This is an optimization exercise on Yosys and OpenROAD, whose aim is small area, a short achievable clock period and few clock cycles per item, not a production implementation.
No run shown here included a check of the RTL's function; only the layout flow was run.
Power is estimated from default activity; no workload was simulated.

<file path="flow/run.sh">
#!/bin/bash
# synth_recipe.tcl (not shown) runs the flow's synth.tcl, then flattens the netlist and writes it again
# the make line also repeats each setting of config.mk as NAME=value (left out here)
make -C /OpenROAD-flow-scripts/flow DESIGN_CONFIG=/design/flow/config.mk WORK_HOME=/design/flow/orfs CLKGATE_MAP_FILE= SYNTH_SCRIPT=/design/flow/synth_recipe.tcl finish
</file>
<file path="flow/config.mk">
export PLATFORM = sky130hd
export DESIGN_NAME = hdrs_enc
export DESIGN_NICKNAME = hdrs_enc
export VERILOG_FILES = /design/flow/design.v
export SDC_FILE = /design/flow/constraint.sdc
export NUM_CORES = 4
export LEC_CHECK = 0
export ABC_CLOCK_PERIOD_IN_PS = 5000
export CAP_MARGIN = 20
export CORE_MARGIN = 2
export CORE_UTILIZATION = 40
export PLACE_DENSITY = 0.6
export SETUP_SLACK_MARGIN = 4
export SLEW_MARGIN = 20
export TNS_END_PERCENT = 20
</file>
<file path="flow/constraint.sdc">
create_clock -name core_clock -period 9.0 [get_ports {clk}]
set_input_delay 1.8000 -clock core_clock [delete_from_list [all_inputs] [get_ports {clk}]]
set_output_delay 1.8000 -clock core_clock [all_outputs]
set_load 0.01 [all_outputs]
</file>
<file path="flow/design.v">
module hdrs_enc (
    input  wire        clk,
    input  wire        rst,
    input  wire        cmd_valid,
    output wire        cmd_ready,
    input  wire        cmd_op,         
    input  wire        cmd_crc_init,   
    input  wire [4:0]  cmd_nsym,
    input  wire [2:0]  cmd_t4,
    input  wire [6:0]  cmd_t8,
    input  wire        sym_valid,
    output wire        sym_ready,
    input  wire [31:0] sym_data,
    output wire        out_valid,
    input  wire        out_ready,
    output wire [7:0]  out_data,
    output wire        done,
    output wire        done_err,
    output wire [4:0]  done_count,
    output wire [6:0]  done_bytes,
    output wire [31:0] done_crc
);
    localparam OP_REF = 1'b0;
    localparam OP_ENC = 1'b1;
    localparam EP_CRC = 2'd0;    
    localparam EP_BM  = 2'd1;    
    localparam EP_FLD = 2'd2;    
    localparam C_T4  = 2'd0;
    localparam C_T8  = 2'd1;
    localparam C_T32 = 2'd2;
    localparam C_UNC = 2'd3;
    function [31:0] crc_update;
        input [31:0] st;
        input [7:0]  b;
        integer k;
        reg [31:0] c;
        begin
            c = st ^ {24'd0, b};
            for (k = 0; k < 8; k = k + 1)
                c = c[0] ? ((c >> 1) ^ 32'hEDB88320) : (c >> 1);
            crc_update = c;
        end
    endfunction
    reg        p_v, p_op, p_ci;
    reg [4:0]  p_n;
    reg [2:0]  p_t4;
    reg [6:0]  p_t8;
    reg [31:0] s0, s1;
    reg        s_one, s_two;      
    reg        l_v, l_op, l_ci, l_err;
    reg [4:0]  l_n, l_s, l_cnt;
    reg [2:0]  l_t4;
    reg [6:0]  l_t8;
    reg [15:0] l_bm;
    reg [41:0] ring [0:15];
    reg        e_v, e_op, e_err, e_lk;
    reg [1:0]  e_ph;
    reg [4:0]  e_n, e_i, e_cnt;
    reg [15:0] e_bm;
    reg [9:0]  e_bits;
    reg [47:0] acc;
    reg [5:0]  acnt;
    reg        ov;
    reg [31:0] crc;
    reg        d_v, d_err, d_fire;
    reg [4:0]  d_cnt;
    reg [6:0]  d_bytes;
    reg [2:0]  d_left;
    wire [41:0] head  = ring[0];
    wire [31:0] hv    = head[31:0];
    wire [7:0]  hd    = head[39:32];
    wire [1:0]  hcode = head[41:40];
    wire [8:0]  dl8   = {1'b0, s0[7:0]} - {1'b0, hv[7:0]};
    wire [7:0]  d8    = dl8[7:0];
    wire        b8    = dl8[8];
    wire [24:0] s_hi  = {s0[31], s0[31:8]};
    wire [24:0] v_hi  = {hv[31], hv[31:8]};
    wire        hi_eq = (s_hi == v_hi);
    wire        hi_p1 = (s_hi == v_hi + 25'd1);
    wire        hi_m1 = (s_hi == v_hi - 25'd1);
    wire        dh_0  = b8 ? hi_p1 : hi_eq;     
    wire        dh_m1 = b8 ? hi_eq : hi_m1;     
    wire        fit8  = d8[7] ? dh_m1 : dh_0;   
    wire signed [8:0] d8s = {d8[7], d8};
    wire l_t0  = fit8 && (d8s >= -$signed({6'd0, l_t4})) && (d8s <= $signed({6'd0, l_t4}));
    wire l_t1  = fit8 && (d8s >= -$signed({2'd0, l_t8})) && (d8s <= $signed({2'd0, l_t8}));
    wire l_chg = (s0 != hv);
    wire [1:0] l_code = !l_chg ? C_UNC : l_t0 ? C_T4 : l_t1 ? C_T8 : C_T32;
    reg [33:0] fld;
    reg [5:0]  fw;
    always @(*) begin
        fld = 34'd0;
        fw  = 6'd0;
        if (e_ph == EP_BM) begin
            fld = {e_bm, 18'd0};
            fw  = (e_n > 5'd8) ? 6'd16 : 6'd8;
        end else if (e_op == OP_REF) begin
            fld = {hv, 2'b00};
            fw  = 6'd32;
        end else begin
            case (hcode)
                C_T4:  begin fld = {2'b00, hd[3:0], 28'd0}; fw = 6'd6;  end
                C_T8:  begin fld = {2'b01, hd, 24'd0};      fw = 6'd10; end
                C_T32: begin fld = {2'b10, hv};             fw = 6'd34; end
                default: begin fld = 34'd0;                 fw = 6'd0;  end
            endcase
        end
    end
    wire       room     = ({1'b0, acnt} + {1'b0, fw}) <= 7'd48;
    wire       d_free   = !d_v || d_fire;
    wire       e_last   = (e_i == e_n - 5'd1);
    wire       e_fld    = e_v && !e_err && (e_ph == EP_FLD);
    wire       e_can    = room && (!e_last || d_free);
    wire       l_go     = l_v && !l_err;
    wire       cand     = e_fld && (e_i == 5'd0) && l_go && (l_s == 5'd0) && (l_n >= e_n);
    wire       tog      = e_fld && (e_lk || cand);
    wire   l_step   = s_one && l_go && (tog ? e_can : !e_v);
    wire   e_fstep  = e_fld && e_can && (tog ? s_one : 1'b1);
    wire   e_bstep  = e_v && !e_err && (e_ph == EP_BM) && room;
    wire   e_app    = e_fstep || e_bstep;
    wire   e_done   = e_fstep && e_last;
    wire   e_edone  = e_v && e_err && d_free;
    wire   l_last   = (l_s == l_n - 5'd1);
    wire   l_done   = l_v && (l_err ? !e_v : (l_step && l_last));
    wire   shift    = l_step || e_fstep;
    assign out_valid = ov;
    assign out_data  = acc[47:40];
    wire   out_fire  = ov && out_ready;
    wire [47:0] acc_a  = e_app ? (acc | ({fld, 14'd0} >> acnt)) : acc;
    wire [5:0]  cnt_s  = acnt + (e_app ? fw : 6'd0);
    wire [5:0]  cnt_a  = e_done ? ((cnt_s + 6'd7) & 6'b111000) : cnt_s;
    wire [5:0]  cnt_n  = out_fire ? cnt_a - 6'd8 : cnt_a;
    wire [9:0]  bits_n = e_bits + {4'd0, fw};
    wire [9:0]  bits_r = bits_n + 10'd7;
    assign cmd_ready = !p_v;
    wire cmd_fire = cmd_valid && !p_v;
    wire p_take   = p_v && (!l_v || l_done);
    assign sym_ready = !s_two;
    wire sym_fire = sym_valid && !s_two;
    assign done       = d_fire;
    assign done_err   = d_err;
    assign done_count = d_cnt;
    assign done_bytes = d_bytes;
    assign done_crc   = ~crc;
    integer i;
    wire [4:0]  ins_n = (l_go && (tog || !e_v)) ? l_n : e_n;
    wire [3:0]  ins   = ins_n[3:0] - 4'd1;
    wire [41:0] tail  = l_step ? {l_code, d8, s0} : head;
    always @(posedge clk) begin
        if (shift) begin
            for (i = 0; i < 15; i = i + 1)
                ring[i] <= (ins == i) ? tail : ring[i + 1];
            ring[15] <= tail;
        end
    end
    always @(posedge clk) begin
        if (sym_fire && (!s_one || l_step))
            s0 <= sym_data;
        else if (l_step)
            s0 <= s1;
        if (sym_fire)
            s1 <= sym_data;
    end
    always @(posedge clk) begin
        if (rst) begin
            p_v    <= 1'b0;
            s_one  <= 1'b0;
            s_two  <= 1'b0;
            l_v    <= 1'b0;
            e_v    <= 1'b0;
            e_lk   <= 1'b0;
            d_v    <= 1'b0;
            d_fire <= 1'b0;
            acc    <= 48'd0;
            acnt   <= 6'd0;
            ov     <= 1'b0;
            crc    <= 32'hFFFFFFFF;
        end else begin
            if (cmd_fire) begin
                p_v  <= 1'b1;
                p_op <= cmd_op;
                p_ci <= cmd_crc_init;
                p_n  <= cmd_nsym;
                p_t4 <= cmd_t4;
                p_t8 <= cmd_t8;
            end else if (p_take) begin
                p_v <= 1'b0;
            end
            if (sym_fire && !l_step) begin
                s_one <= 1'b1;
                s_two <= s_one;
            end else if (l_step && !sym_fire) begin
                s_one <= s_two;
                s_two <= 1'b0;
            end
            if (l_step) begin
                l_s <= l_s + 5'd1;
                if (l_op == OP_ENC) begin
                    l_bm[~l_s[3:0]] <= l_chg;
                    if (l_chg)
                        l_cnt <= l_cnt + 5'd1;
                end
            end
            if (l_done || !l_v) begin
                l_v   <= p_v;
                l_op  <= p_op;
                l_ci  <= p_ci;
                l_n   <= p_n;
                l_t4  <= p_t4;
                l_t8  <= p_t8;
                l_err <= (p_n == 5'd0) || (p_n > 5'd16);
                l_s   <= 5'd0;
                l_cnt <= 5'd0;
                l_bm  <= 16'd0;
            end
            if (e_app)
                e_bits <= bits_n;
            if (e_fstep) begin
                e_i <= e_i + 5'd1;
                if (tog)
                    e_lk <= 1'b1;
            end
            if (e_bstep)
                e_ph <= EP_FLD;
            if (e_v && !e_err && e_ph == EP_CRC && acnt == 6'd0) begin
                crc  <= 32'hFFFFFFFF;
                e_ph <= (e_op == OP_ENC) ? EP_BM : EP_FLD;
            end
            if (e_done || e_edone) begin
                e_v  <= 1'b0;
                e_lk <= 1'b0;
            end
            if (l_done) begin
                e_v    <= 1'b1;
                e_lk   <= 1'b0;
                e_op   <= l_op;
                e_err  <= l_err;
                e_n    <= l_n;
                e_i    <= 5'd0;
                e_bits <= 10'd0;
                e_cnt  <= (l_op == OP_ENC) ? l_cnt + {4'd0, l_step && l_chg} : 5'd0;
                e_bm   <= l_bm;
                if (l_step && l_op == OP_ENC)
                    e_bm[~l_s[3:0]] <= l_chg;
                e_ph   <= l_ci ? EP_CRC : (l_op == OP_ENC) ? EP_BM : EP_FLD;
            end
            acc  <= out_fire ? {acc_a[39:0], 8'd0} : acc_a;
            acnt <= cnt_n;
            ov   <= (cnt_n >= 6'd8);
            if (out_fire)
                crc <= crc_update(crc, acc[47:40]);
            if (e_done || e_edone) begin
                d_v     <= 1'b1;
                d_err   <= e_err;
                d_cnt   <= e_err ? 5'd0 : e_cnt;
                d_bytes <= e_err ? 7'd0 : bits_r[9:3];
                d_left  <= e_err ? 3'd0 : cnt_n[5:3];
                d_fire  <= e_err || (cnt_n[5:3] == 3'd0);
            end else if (d_fire) begin
                d_v    <= 1'b0;
                d_fire <= 1'b0;
            end else if (out_fire && d_v) begin
                d_left <= d_left - 3'd1;
                d_fire <= (d_left == 3'd1);
            end
        end
    end
endmodule
</file>
==> flow_summary.toml, run 1 <==
[outcome]
status = "complete, no violations"

[min_path]
hold_start = "p_t8[6]$_DFFE_PP_"
worst_hold_path.endpoint = "l_t8[6]$_DFFE_PP_"
holdCritPathClass = "register to register"
hold_path_depth = 0

[timing]
hold_violations = 0
drv_slew = 0
relSlewSlack = 0.304
fin_crit_ps = 5940
tightest_slew_ps = 1040
post-route-period-util = 0.660
setup_violations = 0
finalSetupTns_ps = 0
hold_slack_ps = 418
max_freq_ghz = 0.168
skew_ps = 36.1
rsz0062_at_grt = "true"

[worst_setup_path]
reg2regPathDepth = 31
path_class = "register to register"
startpoint_type = "register"
crit_family = "simple AND/OR/NAND/NOR gates"
required_ps = 9440
rr_startpoint = "ring[0][41]$_DFFE_PP_"
reg2reg_setup_slack_ps = 3060
critPathSlowestCell = "or4_4"
cp_num_buf_inv = 8
rr_endpoint = "d_left[2]$_DFFE_PP_"
cp_max_fo = 4
arrival_ps = 6380
critPathMaxStageDelay_ps = 570
cp_common_cell = "buf_4"
crit_path_end_kind = "register"

[floorplanning]
rows = 125
die_y_um = 346
top_level_ports = 111
start_util = 0.403
fp.dieArea_um2 = 120000
die_w_um = 346
core_region_area_um2 = 116000

[placement]
portBuffers = 110
place_congestion = 0.950
dpl.hpwl_um = 78800
placedCellCount = 5718

[logic_synthesis]
synth_nets = 4473
yosys_warnings = 2
synth_top_area_cell = "edfxtp_1"
yosys-top-cells-area = "edfxtp_1 55%, o21ai_0 5.5%, nand2_1 4.8%, dfxtp_1 4.1%, nor2_1 3.1%"
syn_area_per_cell_um2 = 10.8
synth-seq-cells = 952
synth_edf_count = 857
synth_flop_cell = "edfxtp_1"
ys_seq_area_frac = 0.590
synth_cell_type_count = 96
netlist_area_um2 = 46900
synthArstFlopShare = 0
synthDominantCellAreaShare = 0.549
synth_cells = 4341

[grt]
grtUsageTotal = 0.195
antenna_found_initial = 0
grt_pass1_wl_um = 186000
grt_max_degree = 128
grt_pass1_vias = 31200
grt-ovfl-total = 0

[pwr]
switching_power_mw = 2.74
combPwrFrac = 0.136
ir_drop_mv = 0.140
p_int_mw = 7.93
switching_share = 0.257
clockPowerShare = 0.393
leakage_nw = 19.4
power.density_nw_per_um2 = 200
p_seq_frac = 0.471

[clocking]
cts.sinks = 952
cts_tree = "done"
root_buffer = "clkbuf_16"
clkTransAtPathRegs_ps = 60
numCtsBuffers = 101
hold_buffers = 0
htree_levels = 3
clk_latency_ps = 710
ctsLongestPathBuffers = 3

[layout]
fillCellCount = 10700
layoutNonFillerInstCount = 5949
nets = 4473
seq_area_um2 = 27600
area_growth_pct = 13.8
diodes = 0
multi_input_area_um2 = 17800
drive_above_1_share = 0.114

[route]
drc = 0
wl_per_cell_um = 20.0
vias = 32800
dr.pass1.iters = 5
ant_nets = 0
wl_um = 119000
drt_iter0_drc = 3117
viasPerCell = 5.52

[job]
drv_cap = 0
-- metal layers --
metal,share of wire,wire (µm),track usage,up-vias
li1,-,-,-,15700
met1,0.45,53200,0.267,16000
met2,0.47,55700,0.316,820
met3,0.049,5840,0.0268,207
met4,0.034,4080,0.0736,0
met5,0,0,0,-
-- how the worst max path moves through the flow --
stage                          start             endpoint  slack, ps  cells after the start
2_1_floorplan      e_ph[1]$_DFFE_PP_    d_fire$_SDFF_PP0_       2750                     32
3_3_place_gp       e_ph[1]$_DFFE_PP_    d_fire$_SDFF_PP0_       2050                     25
3_5_place_dp       e_ph[1]$_DFFE_PP_    d_fire$_SDFF_PP0_       1950                     25
4_1_cts            e_ph[0]$_DFFE_PP_    d_fire$_SDFF_PP0_       3100                     28
5_1_grt        ring[0][41]$_DFFE_PP_    d_fire$_SDFF_PP0_       2840                     28
6_report       ring[0][41]$_DFFE_PP_  d_left[2]$_DFFE_PP_       3060                     31
-- cells in the final DEF (no fill, tap or decap), types with 22 or more instances in the layout --
master           instances
clkbuf_16              104
xnor2_1                123
nor3_1                  79
o21ai_0                511
clkinv_1                24
nand2_1                592
o22ai_1                 41
buf_4                  107
inv_1                  147
a21oi_1                235
dfxtp_1                 95
mux2_2                  90
nand3_1                 55
clkdlybuf4s50_1        109
nor2_1                 374
or3_1                   22
edfxtp_1               857
ha_1                    70
xor2_1                  52
nand2b_1                24
a31oi_1                 30
mux2i_1                 54
and2_1                  30
a211oi_1                31
-- per-stage QoR --
stage	utilization	setup slack (ps)	area, µm²	power (mW)
after floorplan	-	2750	47100	6.09
after global placement	0.425	2050	49400	6.50
after detailed placement	0.425	1950	49400	6.52
after CTS	0.458	3100	53200	10.8
after global routing	0.459	2840	53400	11.1
final	0.459	3060	53400	10.7
-- cells in the mapped netlist (11+ instances only) --
cell and number:
xor2_1 54, or2_2 15, or3_1 22, nand3b_1 11, edfxtp_1 857, a31o_2 13
a21o_1 19, a22oi_1 18, a221oi_1 19, mux2i_1 64, ha_1 74, a22o_1 12
o211ai_1 12, nand2_1 598, buf_2 46, mux4_2 19, a21oi_1 246, nor2_1 381
buf_1 14, o21ai_0 514, a31oi_1 30, and2_1 33, o32ai_1 11, nor2b_1 24
and3_1 22, o31ai_1 16, buf_4 11, dfxtp_1 95, o22ai_1 42, nor4_1 24
clkbuf_1 260, xnor2_1 125, nor3_1 80, nand4_1 21, nand2b_1 29, inv_1 153
mux2_2 90, a211oi_1 33, nand3_1 55
-- state kept, by name (all words and copies together) (netlist names), 5 cells and up --
register	flops
crc	32
l_cnt	5
ring	672
p_t8	7
l_bm	16
d_cnt	5
s1	32
acc	48
p_n	5
e_bm	16
e_i	5
l_s	5
e_cnt	5
e_n	5
s0	32
l_n	5
d_bytes	7
acnt	6
e_bits	9
l_t8	7
-- layout make-up --
class / instances / area share
sequential: 952 / 0.518
multi-input combinational: 2901 / 0.334
clock buffer: 121 / 0.0505
timing repair buffer: 228 / 0.0383
tap: 1524 / 0.0357
clock inverter: 66 / 0.0122
inverter: 157 / 0.0111
-- what timing repair did --
item | 4_1_cts | 5_1_grt
gates cloned | 1 | 0
resized for setup | 33 | 12
pin swaps | 22 | 9
setup endpoints to repair | 817 | 91
setup buffers | 38 | 3
-- cells by family (layout without fill, tap and decap cells) --
kind of cell    after synthesis  after routing  share of synthesized area
flops                       952            952                      0.590
compound gates             1091           1091                      0.137
mux                         182            182                     0.0466
simple gates               1368           1369                      0.130
buf+inv                     489            572                     0.0414
xor+xnor                    180            180                     0.0339
fa+ha+maj                    79             79                     0.0217
-- power groups by stage --
stage                     registers, mW  clock network (mW)  logic, mW
after floorplan                    5.08                   0       1.01
after global placement             5.12                   0       1.39
after detailed placement           5.12                   0       1.40
after CTS                          5.03                4.29       1.45
after global routing               5.04                4.44       1.59
final                              5.03                4.19       1.45
==> run 2: changes to the inputs <==
--- a/flow/design.v
+++ b/flow/design.v
@@ -49,11 +49,12 @@
     reg        s_one, s_two;      
     reg        l_v, l_op, l_ci, l_err;
     reg [4:0]  l_n, l_s, l_cnt;
+    reg        l_last;
     reg [2:0]  l_t4;
     reg [6:0]  l_t8;
     reg [15:0] l_bm;
     reg [41:0] ring [0:15];
-    reg        e_v, e_op, e_err, e_lk;
+    reg        e_v, e_op, e_err, e_lk, e_last;
     reg [1:0]  e_ph;
     reg [4:0]  e_n, e_i, e_cnt;
     reg [15:0] e_bm;
@@ -106,9 +107,20 @@
             endcase
         end
     end
-    wire       room     = ({1'b0, acnt} + {1'b0, fw}) <= 7'd48;
+    reg        room;
+    always @(*) begin
+        if (e_ph == EP_BM)
+            room = (e_n > 5'd8) ? (acnt <= 6'd32) : (acnt <= 6'd40);
+        else if (e_op == OP_REF)
+            room = (acnt <= 6'd16);
+        else case (hcode)
+            C_T4:    room = (acnt <= 6'd42);
+            C_T8:    room = (acnt <= 6'd38);
+            C_T32:   room = (acnt <= 6'd14);
+            default: room = 1'b1;
+        endcase
+    end
     wire       d_free   = !d_v || d_fire;
-    wire       e_last   = (e_i == e_n - 5'd1);
     wire       e_fld    = e_v && !e_err && (e_ph == EP_FLD);
     wire       e_can    = room && (!e_last || d_free);
     wire       l_go     = l_v && !l_err;
@@ -120,16 +132,17 @@
     wire   e_app    = e_fstep || e_bstep;
     wire   e_done   = e_fstep && e_last;
     wire   e_edone  = e_v && e_err && d_free;
-    wire   l_last   = (l_s == l_n - 5'd1);
     wire   l_done   = l_v && (l_err ? !e_v : (l_step && l_last));
     wire   shift    = l_step || e_fstep;
     assign out_valid = ov;
     assign out_data  = acc[47:40];
     wire   out_fire  = ov && out_ready;
     wire [47:0] acc_a  = e_app ? (acc | ({fld, 14'd0} >> acnt)) : acc;
-    wire [5:0]  cnt_s  = acnt + (e_app ? fw : 6'd0);
-    wire [5:0]  cnt_a  = e_done ? ((cnt_s + 6'd7) & 6'b111000) : cnt_s;
-    wire [5:0]  cnt_n  = out_fire ? cnt_a - 6'd8 : cnt_a;
+    wire [5:0]  c_app  = acnt + fw;
+    wire [5:0]  c_end  = (c_app + 6'd7) & 6'b111000;
+    wire [5:0]  cnt_a  = e_done ? c_end : e_app ? c_app : acnt;
+    wire [5:0]  cnt_n  = {cnt_a[5:3] - {2'd0, out_fire}, cnt_a[2:0]};
+    wire [2:0]  end_left = c_end[5:3] - {2'd0, out_fire};
     wire [9:0]  bits_n = e_bits + {4'd0, fw};
     wire [9:0]  bits_r = bits_n + 10'd7;
     assign cmd_ready = !p_v;
@@ -195,6 +208,7 @@
             end
             if (l_step) begin
                 l_s <= l_s + 5'd1;
+                l_last <= (l_s + 5'd2 == l_n);
                 if (l_op == OP_ENC) begin
                     l_bm[~l_s[3:0]] <= l_chg;
                     if (l_chg)
@@ -210,6 +224,7 @@
                 l_t8  <= p_t8;
                 l_err <= (p_n == 5'd0) || (p_n > 5'd16);
                 l_s   <= 5'd0;
+                l_last <= (p_n == 5'd1);
                 l_cnt <= 5'd0;
                 l_bm  <= 16'd0;
             end
@@ -217,6 +232,7 @@
                 e_bits <= bits_n;
             if (e_fstep) begin
                 e_i <= e_i + 5'd1;
+                e_last <= (e_i + 5'd2 == e_n);
                 if (tog)
                     e_lk <= 1'b1;
             end
@@ -237,6 +253,7 @@
                 e_err  <= l_err;
                 e_n    <= l_n;
                 e_i    <= 5'd0;
+                e_last <= (l_n == 5'd1);
                 e_bits <= 10'd0;
                 e_cnt  <= (l_op == OP_ENC) ? l_cnt + {4'd0, l_step && l_chg} : 5'd0;
                 e_bm   <= l_bm;
@@ -254,8 +271,8 @@
                 d_err   <= e_err;
                 d_cnt   <= e_err ? 5'd0 : e_cnt;
                 d_bytes <= e_err ? 7'd0 : bits_r[9:3];
-                d_left  <= e_err ? 3'd0 : cnt_n[5:3];
-                d_fire  <= e_err || (cnt_n[5:3] == 3'd0);
+                d_left  <= e_err ? 3'd0 : end_left;
+                d_fire  <= e_err || (end_left == 3'd0);
             end else if (d_fire) begin
                 d_v    <= 1'b0;
                 d_fire <= 1'b0;
==> flow/config.mk (replaced) <==
export PLATFORM = sky130hd
export DESIGN_NAME = hdrs_enc
export DESIGN_NICKNAME = hdrs_enc
export VERILOG_FILES = /design/flow/design.v
export SDC_FILE = /design/flow/constraint.sdc
export NUM_CORES = 4
export LEC_CHECK = 0
export ABC_CLOCK_PERIOD_IN_PS = 4500
export CAP_MARGIN = 20
export CORE_MARGIN = 2
export CORE_UTILIZATION = 40
export PLACE_DENSITY = 0.6
export SETUP_SLACK_MARGIN = 4.5
export SLEW_MARGIN = 20
export TNS_END_PERCENT = 20
==> flow_summary.toml, run 2 <==
[layout]
drive_above_1_share = 0.103
nets = 4369
seq_area_um2 = 27700
layout_commonest_cell = "edfxtp_1"
fillCellCount = 10700
layoutNonFillerInstCount = 5849
layout_common_cells = "859 x edfxtp_1, 781 x nor2_1, 648 x a21oi_1"
area_growth_pct = 12.3
fin_util = 0.454
largestRegisters = "ring: 672 flops, acc: 48 flops"
regMostFlops = "ring"
largest_reg_flops = 672
multi_input_area_um2 = 17600

[logic_synthesis]
yosys_warnings = 2
yosys-top-cells-area = "edfxtp_1 55%, a21oi_1 6.9%, nor2_1 6.2%, dfxtp_1 4.0%, mux2_2 2.4%"
synth-seq-cells = 954
netlist_area_um2 = 47100
synth_top_area_cell = "edfxtp_1"
ys_seq_area_frac = 0.588
synth_cells = 4282
synthDominantCellAreaShare = 0.547
synth_nets = 4410
yosys-top-cells-count = "859 x edfxtp_1, 782 x nor2_1, 651 x a21oi_1, 210 x clkbuf_1, 156 x inv_1"
syn_area_per_cell_um2 = 11.0
synthArstFlopShare = 0
synth_edf_count = 859
yosysMostFrequentCell = "edfxtp_1"
synth_flop_cell = "edfxtp_1"
synth_cell_type_count = 102

[floorplanning]
rows = 125
top_level_ports = 111
die_y_um = 347
fp.dieArea_um2 = 121000
start_util = 0.405
die_w_um = 347
core_region_area_um2 = 117000

[placement]
placedCellCount = 5649
dpl.hpwl_um = 74200
place_congestion = 0.967
portBuffers = 110

[route]
drc = 0
wl_um = 116000
drt_iter0_drc = 3076
dr.pass1.iters = 8
viasPerCell = 5.55
vias = 32500
ant_nets = 0
wl_per_cell_um = 19.9

[timing]
setup_violations = 0
rsz0062_at_grt = "true"
finalSetupTns_ps = 0
relSlewSlack = 0.290
tightest_slew_ps = 1060
skew_ps = 28.7
drv_slew = 0
fin_crit_ps = 4380
hold_slack_ps = 421
hold_violations = 0
post-route-period-util = 0.486
max_freq_ghz = 0.228

[pwr]
p_seq_frac = 0.476
combPwrFrac = 0.148
switching_share = 0.258
power.density_nw_per_um2 = 203
ir_drop_mv = 0.149
p_int_mw = 7.97
leakage_nw = 18.3
switching_power_mw = 2.77
clockPowerShare = 0.376

[clocking]
numCtsBuffers = 100
clk_latency_ps = 690
hold_buffers = 0
htree_levels = 3
root_buffer = "clkbuf_16"
ctsLongestPathBuffers = 3
clkTransAtPathRegs_ps = 60
cts_tree = "done"
cts.sinks = 954

[grt]
grt-ovfl-total = 0
antenna_found_initial = 2
grt_pass1_vias = 30100
grtUsageTotal = 0.188
grt_pass1_wl_um = 180000
grt_max_degree = 126

[outcome]
status = "complete, no violations"

[worst_setup_path]
required_ps = 9440
startpoint_type = "register"
cp_max_fo = 51
crit_path_end_kind = "register"
arrival_ps = 4820
path_class = "register to register"

[job]
drv_cap = 0

[min_path]
holdCritPathClass = "register to register"
==> run 2: cell type report <==
type | count | area share
well taps | 1524 | 0.0360
repair buffers | 195 | 0.0356
inverters | 161 | 0.0115
clock buffers | 125 | 0.0495
multi-input cells | 2829 | 0.333
flip-flops and latches | 954 | 0.523
diodes | 1 | 0.0000473
clock inverters | 60 | 0.0105
==> run 2: power groups by stage <==
stage	Combinational (mW)	Sequential (mW)	Clock [mW]
4_1_cts	1.59	5.11	4.14
2_1_floorplan	1.17	5.15	0
6_report	1.59	5.11	4.04
3_3_place_gp	1.56	5.20	0
5_1_grt	1.74	5.13	4.30
3_5_place_dp	1.57	5.21	0
==> run 2: worst max-delay path, cell delays in order (launching register included) <==
cell and delay (ps):
edfxtp_1 600, inv_2 130, ha_1 310, nand2b_1 140, a21o_1 170, a21oi_1 240, o211ai_1 180, nand4_1 170
a21o_1 160, buf_4 350, mux2i_4 310, buf_4 470, buf_6 470, mux2_2 390
==> run 2: per-stage QoR <==
| step | worst slack, ps | total power [mW] | cell area, µm² |
|---|---|---|---|
| floorplan | 4200 | 6.32 | 47200 |
| global placement | 3730 | 6.76 | 49400 |
| detailed placement | 3620 | 6.78 | 49500 |
| CTS | 4310 | 10.8 | 52700 |
| global route | 4430 | 11.2 | 52900 |
| finish | 4620 | 10.7 | 52900 |
==> run 2: repair_timing <==
item                       in CTS  in global routing
gates resized for setup         6                 21
buffers inserted                1                 10
pin swaps                       1                  1
cloned                          3                  0
setup endpoints to repair     943                934
==> run 2: logic make-up after synthesis <==
logic type,Yosys count,share of synthesized area
buf+inv,501,0.0441
compound gates,1030,0.129
fa+ha+maj,74,0.0201
mux,220,0.0582
xor+xnor,176,0.0330
flops,954,0.588
simple gates,1327,0.128
==> run 2: path summary, 6_finish.rpt <==
check                                         endpoint  cells past startpoint         startpoint  slack, ps
worst max-delay path            ring[14][41]$_DFFE_PP_                     13   l_n[0]$_DFFE_PP_       4620
worst min-delay path                 l_t8[0]$_DFFE_PP_                      0  p_t8[0]$_DFFE_PP_        420
worst max register to register  ring[14][41]$_DFFE_PP_                     13   l_n[0]$_DFFE_PP_       4620
worst min register to register       l_t8[0]$_DFFE_PP_                      0  p_t8[0]$_DFFE_PP_        420
==> run 2: per-layer routing <==
layer	up-vias	GRT usage	share of wire
li1	15500	-	-
met1	15900	0.261	0.45
met2	863	0.306	0.47
met3	175	0.0236	0.051
met4	0	0.0631	0.030
met5	-	0	0

[port drivers added, routing unchanged]
In the flow no input, the clock included, has a driving cell. The finished layouts below were timed again as built, in two steps.
Step 1 (the two cells are an assumption about what drives the block):
set clk [get_ports {clk}]
set_driving_cell -lib_cell sky130_fd_sc_hd__clkbuf_16 $clk
set_driving_cell -lib_cell sky130_fd_sc_hd__buf_2 [delete_from_list [all_inputs] $clk]
Step 2, shift: input delay + t, output delay - t, t = (earliest + latest rising clock arrival at the registers) / 2. This alone moves slack from input paths to output paths.
a / b / c = ideal / step 1 / step 2; a / b = the first two.
| run | shift t [ns] | setup slack, ns | clock arrival spread, ns | slew at the worst register clock pin (ns) | cell pins on the clock port's net |
|---|---|---|---|---|---|
| run 1 | 0.759 | 3.059 / 3.059 / 3.059 | 0.036 / 0.036 | 0.07 / 0.07 | 1 |
| run 2 | 0.754 | 4.623 / 4.623 / 4.572 | 0.029 / 0.029 | 0.06 / 0.06 | 1 |
After both steps every run listed still meets setup and hold. The setup slack of run 2, which loses most, moves by 0.000 ns with the drivers and by -0.051 ns with both steps.
